What follows belongs to an exercise in optimizing a design on an open flow for small area, a short achievable clock period and few clock cycles; a production flow would make more cautious choices.
Only simulation tests tie the RTL to the original design; equivalence was not proved.
Power figures rest on the tool's default switching activity, not on a simulated workload.

==> flow/design.v <==
module crcarc (
    input  wire        clk,
    input  wire        rst,         
    input  wire        cmd_valid,
    output wire        cmd_ready,
    input  wire [11:0] cmd,
    output reg         rsp_valid,
    output reg  [31:0] rsp
);
    localparam [3:0] OP_NOP       = 4'h0;
    localparam [3:0] OP_CRC_CLR   = 4'h1;
    localparam [3:0] OP_CRC_BYTE  = 4'h2;
    localparam [3:0] OP_DEC_START = 4'h3;
    localparam [3:0] OP_DEC_CHAR  = 4'h4;
    localparam [3:0] OP_HEX_START = 4'h5;
    localparam [3:0] OP_HEX_CHAR  = 4'h6;
    localparam [3:0] OP_HEX_CHECK = 4'h7;
    localparam [3:0] OP_RD        = 4'h8;
    localparam [2:0] D_IDLE  = 3'd0;
    localparam [2:0] D_RUN   = 3'd3;
    localparam [2:0] D_DONE  = 3'd4;
    localparam [2:0] D_DIGIT = 3'd1;
    localparam [2:0] D_POINT = 3'd2;
    localparam [2:0] D_CFG   = 3'd5;
    localparam [2:0] D_SEQ   = 3'd6;
    localparam [2:0] H_IDLE  = 3'd0;
    localparam [2:0] H_RUN   = 3'd1;
    localparam [2:0] H_DONE  = 3'd2;
    localparam [2:0] H_HEX   = 3'd3;
    localparam [2:0] H_LEN   = 3'd4;
    localparam [2:0] H_SEQ   = 3'd6;
    reg [15:0] crc;
    reg [14:0] acc_lo;
    reg [14:0] acc_hi;
    reg [3:0]  acc_c;       
    reg        acc_p;       
    reg [3:0]  digits;
    reg [3:0]  decimals;
    reg [3:0]  dpos;
    reg [2:0]  dcode;
    reg [15:0] hexv;
    reg [2:0]  hcnt;
    reg [2:0]  hcode;
    reg [15:0] calc;        
    reg        calc_v;
    reg        match;
    reg        ill;
    reg [11:0] cq;
    reg [2:0]  dq_lo;
    reg        dq_ci;
    reg        rsp_due;
    reg [4:0]  rsel;
    assign cmd_ready = 1'b1;
    wire [3:0] op  = cq[11:8];
    wire [7:0] arg = cq[7:0];
    reg [15:0] crc_next_byte;
    integer    i;
    always @(*) begin
        crc_next_byte = crc ^ {8'h00, arg};
        for (i = 0; i < 8; i = i + 1) begin
            if (crc_next_byte[0])
                crc_next_byte = (crc_next_byte >> 1) ^ 16'hA001;
            else
                crc_next_byte = crc_next_byte >> 1;
        end
    end
    wire       arg_is_digit = (arg[7:4] == 4'h3) && !(arg[3] && (arg[2] || arg[1]));
    wire       arg_is_point = (arg == 8'h2E);
    reg        cfg_legal;
    always @(*) begin
        case (arg[7:4])
            4'd1:    cfg_legal = (arg[3:0] <= 4'd8);
            4'd2:    cfg_legal = (arg[3:0] <= 4'd7);
            4'd3:    cfg_legal = (arg[3:0] <= 4'd6);
            4'd4:    cfg_legal = (arg[3:0] <= 4'd5);
            4'd5:    cfg_legal = (arg[3:0] <= 4'd4);
            4'd6:    cfg_legal = (arg[3:0] <= 4'd3);
            4'd7:    cfg_legal = (arg[3:0] <= 4'd2);
            4'd8:    cfg_legal = (arg[3:0] <= 4'd1);
            4'd9:    cfg_legal = (arg[3:0] == 4'd0);
            default: cfg_legal = 1'b0;
        endcase
    end
    wire       at_point     = (decimals != 4'd0) && (dpos == digits);
    wire       dec_last     = (decimals == 4'd0) ? (dpos + 4'd1 == digits)
                                                 : ({1'b0, dpos} == {1'b0, digits} + {1'b0, decimals});
    wire [3:0]  dig         = arg[3:0];
    wire [18:0] lo_next     = {1'b0, acc_lo, dq_lo}
                            + {3'b000, acc_lo, dig[3]}
                            + {18'd0, dq_ci};
    wire [14:0] hi_next     = {acc_hi[11:0], (acc_c[3] ? 3'd7 : acc_c[2:0])}
                            + {acc_hi[13:0], acc_c[3]}
                            + {14'd0, acc_c[3] & acc_c[0]};
    wire [29:0] acc         = {acc_hi, acc_lo};
    wire [1:0] dstate = (dcode == D_IDLE) ? 2'd0 :
                        (dcode == D_RUN)  ? 2'd1 :
                        (dcode == D_DONE) ? 2'd2 : 2'd3;
    wire [3:0] derrc  = (dstate == 2'd3) ? {1'b0, dcode} : 4'd0;
    wire       d_run  = (dcode == D_RUN);
    wire       d_err  = (dstate == 2'd3);
    wire       arg_is_alpha = (arg[7:6] == 2'b01) && (arg[4:3] == 2'b00)
                              && (arg[2:0] != 3'd0) && (arg[2:0] != 3'd7);
    wire       arg_is_hex   = arg_is_digit || arg_is_alpha;
    wire [3:0] hex_val      = arg[6] ? {1'b1, (arg[2:0] == 3'd1 || arg[2:0] == 3'd2) ? 1'b0 : 1'b1,
                                        (arg[2:0] == 3'd3 || arg[2:0] == 3'd4) ? 1'b0 : 1'b1, ~arg[0]}
                                     : arg[3:0];
    wire       h_err  = hcode[2] | (hcode[1] & hcode[0]);
    wire [1:0] hstate = h_err ? 2'd3 : hcode[1:0];
    wire [3:0] herrc  = h_err ? {1'b0, hcode} : 4'd0;
    wire       h_run  = (hcode == H_RUN);
    wire [31:0] status = {decimals, digits, 1'b0, hcnt, dpos, herrc, derrc,
                          2'b00, ill, match, hstate, dstate};
    wire [31:0] rsp_word = ({32{rsel[0]}} & {16'd0, crc})
               | ({32{rsel[1]}} & {2'd0, acc})
               | ({32{rsel[2]}} & {16'd0, hexv})
               | ({32{rsel[3]}} & {16'd0, calc})
               | ({32{rsel[4]}} & status);
    always @(posedge clk) begin
        cq[7:0] <= cmd[7:0];
        dq_lo   <= cmd[3] ? 3'd7 : cmd[2:0];
        dq_ci   <= cmd[3] & cmd[0];
        rsp     <= rsp_word;      
        rsel    <= 5'd0;
        if (op == OP_RD && arg[7:3] == 5'd0) begin
            rsel[0] <= (arg[2:0] == 3'd0);
            rsel[1] <= (arg[2:0] == 3'd1);
            rsel[2] <= (arg[2:0] == 3'd2);
            rsel[3] <= (arg[2:0] == 3'd3) && calc_v;
            rsel[4] <= (arg[2:0] == 3'd4);
        end
        if (rst) begin
            cq[11:8]  <= OP_NOP;
            crc       <= 16'd0;
            acc_lo    <= 15'd0;
            acc_hi    <= 15'd0;
            acc_c     <= 4'd0;
            acc_p     <= 1'b0;
            digits    <= 4'd0;
            decimals  <= 4'd0;
            dpos      <= 4'd0;
            dcode     <= D_IDLE;
            hexv      <= 16'd0;
            hcnt      <= 3'd0;
            hcode     <= H_IDLE;
            calc_v    <= 1'b0;
            match     <= 1'b0;
            ill       <= 1'b0;
            rsp_valid <= 1'b0;
            rsp_due   <= 1'b0;
        end else begin
            cq[11:8]  <= cmd_valid ? cmd[11:8] : OP_NOP;
            rsp_due   <= 1'b0;
            rsp_valid <= rsp_due;
            acc_p     <= 1'b0;
            if (acc_p)
                acc_hi <= hi_next;
            begin
                case (op)
                    OP_NOP: ;
                    OP_CRC_CLR:  crc <= 16'd0;
                    OP_CRC_BYTE: crc <= crc_next_byte;
                    OP_DEC_START: begin
                        digits   <= arg[7:4];
                        decimals <= arg[3:0];
                        acc_lo   <= 15'd0;
                        acc_hi   <= 15'd0;
                        acc_p    <= 1'b0;
                        dpos     <= 4'd0;
                        dcode    <= cfg_legal ? D_RUN : D_CFG;
                    end
                    OP_DEC_CHAR: begin
                        if (d_run) begin
                            if (at_point) begin
                                if (arg_is_point)
                                    dpos <= dpos + 4'd1;
                                else
                                    dcode <= D_POINT;
                            end else if (arg_is_digit) begin
                                acc_lo <= lo_next[14:0];
                                acc_c  <= lo_next[18:15];
                                acc_p  <= 1'b1;
                                dpos <= dpos + 4'd1;
                                if (dec_last)
                                    dcode <= D_DONE;
                            end else
                                dcode <= D_DIGIT;
                        end else if (!d_err)
                            dcode <= D_SEQ;
                    end
                    OP_HEX_START: begin
                        hexv  <= 16'd0;
                        hcnt  <= 3'd0;
                        calc_v <= 1'b0;
                        match <= 1'b0;
                        hcode <= H_RUN;
                    end
                    OP_HEX_CHAR: begin
                        if (h_run) begin
                            if (!arg_is_hex)
                                hcode <= H_HEX;
                            else if (hcnt == 3'd4)
                                hcode <= H_LEN;
                            else begin
                                hexv <= {hexv[11:0], hex_val};
                                hcnt <= hcnt + 3'd1;
                            end
                        end else if (!h_err)
                            hcode <= H_SEQ;
                    end
                    OP_HEX_CHECK: begin
                        if (h_run) begin
                            if (hcnt == 3'd4) begin
                                calc  <= crc;
                                calc_v <= 1'b1;
                                match <= (hexv == crc);
                                hcode <= H_DONE;
                            end else
                                hcode <= H_LEN;
                        end else if (!h_err)
                            hcode <= H_SEQ;
                    end
                    OP_RD: begin
                        rsp_due <= 1'b1;
                        if (arg > 8'h04)
                            ill <= 1'b1;
                    end
                    default: ill <= 1'b1;    
                endcase
            end
        end
    end
endmodule
Settings: LEC_CHECK=0, ABC_AREA=1, CAP_MARGIN=20, CORE_MARGIN=2, CORE_UTILIZATION=60, CTS_BUF_LIST=sky130_fd_sc_hd__clkbuf_8, CTS_CLUSTER_SIZE=30, SETUP_SLACK_MARGIN=3.0, SLEW_MARGIN=20; clock period 5.0 ns.
run.sh (not shown) runs the stock make flow with config.mk's settings and CLKGATE_MAP_FILE= SYNTH_SCRIPT=/design/flow/synth_recipe.tcl, a recipe that flattens the netlist after the stock synthesis.
Testbench counts at the start, summed over its fixed seeds: cycles 16,202.
Change:
--- a/flow/config.mk
+++ b/flow/config.mk
@@ -8 +7,0 @@
-export ABC_AREA = 1
@@ -14 +13 @@
-export SETUP_SLACK_MARGIN = 3.0
+export SETUP_SLACK_MARGIN = 2.5
=>
- wire length fell by 14%
- cell area is lower by 9.2%
- die area drops by 6.2%
Change:
==> flow/flow/run.sh (new file) <==
#!/bin/bash
# The standard layout (standard.sh, with the standard flow's synthesis unchanged), with
# two changes to how it is made:
#  - the port buffers are sky130_fd_sc_hd__buf_1 cells (every input and
#    output port still gets its own buffer; the resizer sizes them later);
#  - clock tree synthesis inserts no dummy load cells.
# Each tool's full output stays in orfs/logs; make's own output goes to
# standard.log in this folder.
set -euo pipefail
export BUFFER_PORTS_ARGS="-buffer_cell sky130_fd_sc_hd__buf_1"
export CTS_ARGS="-sink_clustering_enable -repair_clock_nets -sink_clustering_size 30 -buf_list sky130_fd_sc_hd__clkbuf_8 -dont_use_dummy_load"
bash standard.sh > standard.log 2>&1
==> flow/standard.sh (new file) <==
#!/bin/bash
# synth_recipe.tcl (not shown) runs the flow's synth.tcl, then flattens the netlist and writes it again
# the make line also repeats each setting of config.mk as NAME=value (left out here)
make -C /OpenROAD-flow-scripts/flow DESIGN_CONFIG=/design/flow/config.mk WORK_HOME=/design/flow/orfs CLKGATE_MAP_FILE= SYNTH_SCRIPT=/design/flow/synth_recipe.tcl "${@:-finish}"
--- a/flow/config.mk
+++ b/flow/config.mk
@@ -7,0 +8 @@
+export ABC_AREA = 1
@@ -13 +14 @@
-export SETUP_SLACK_MARGIN = 2.5
+export SETUP_SLACK_MARGIN = 3.3
removed: flow/run.sh
=>
- The changed run produced a clean layout
- cell area climbs by 24%
- power is lower by 9.7%
- non-clock buffer count climbs by 90
- critical path depth is unchanged
- worst hold slack improved by 14 ps
- die area goes up by 6.6%
- setup slack improved by 370 ps

## re-timing with driven ports
No port has a modelled driver above. Below, the same layouts with a new extraction and two added sets of constraints. Step 1, drivers: a clkbuf_16 drives clk and a buf_2 each remaining input, both assumed. Step 2 times the ports against the registers' clock, not the clock port: input delays grow and output delays shrink by t, the midpoint of the rising clock arrivals with the driver on. a / b / c = ideal ports / drivers / drivers and shift; a / b = the first two.
run	t, ns	setup slack, ns	hold slack, ns	latest minus earliest clock arrival (ns)	worst data-port slew with drivers (ns)
the first run	0.517	2.920 / 2.920 / 2.647	0.416 / 0.416 / 0.416	0.014 / 0.014	0.04
the second run	0.495	2.604 / 2.604 / 2.289	0.456 / 0.456 / 0.456	0.012 / 0.011	0.03
the third run	0.488	2.973 / 2.973 / 2.835	0.470 / 0.470 / 0.470	0.020 / 0.019	0.03
After both steps setup and hold are still met in every run listed. For the second run, which loses most, drivers alone change the setup slack by 0.000 ns; drivers and shift together by -0.315 ns.
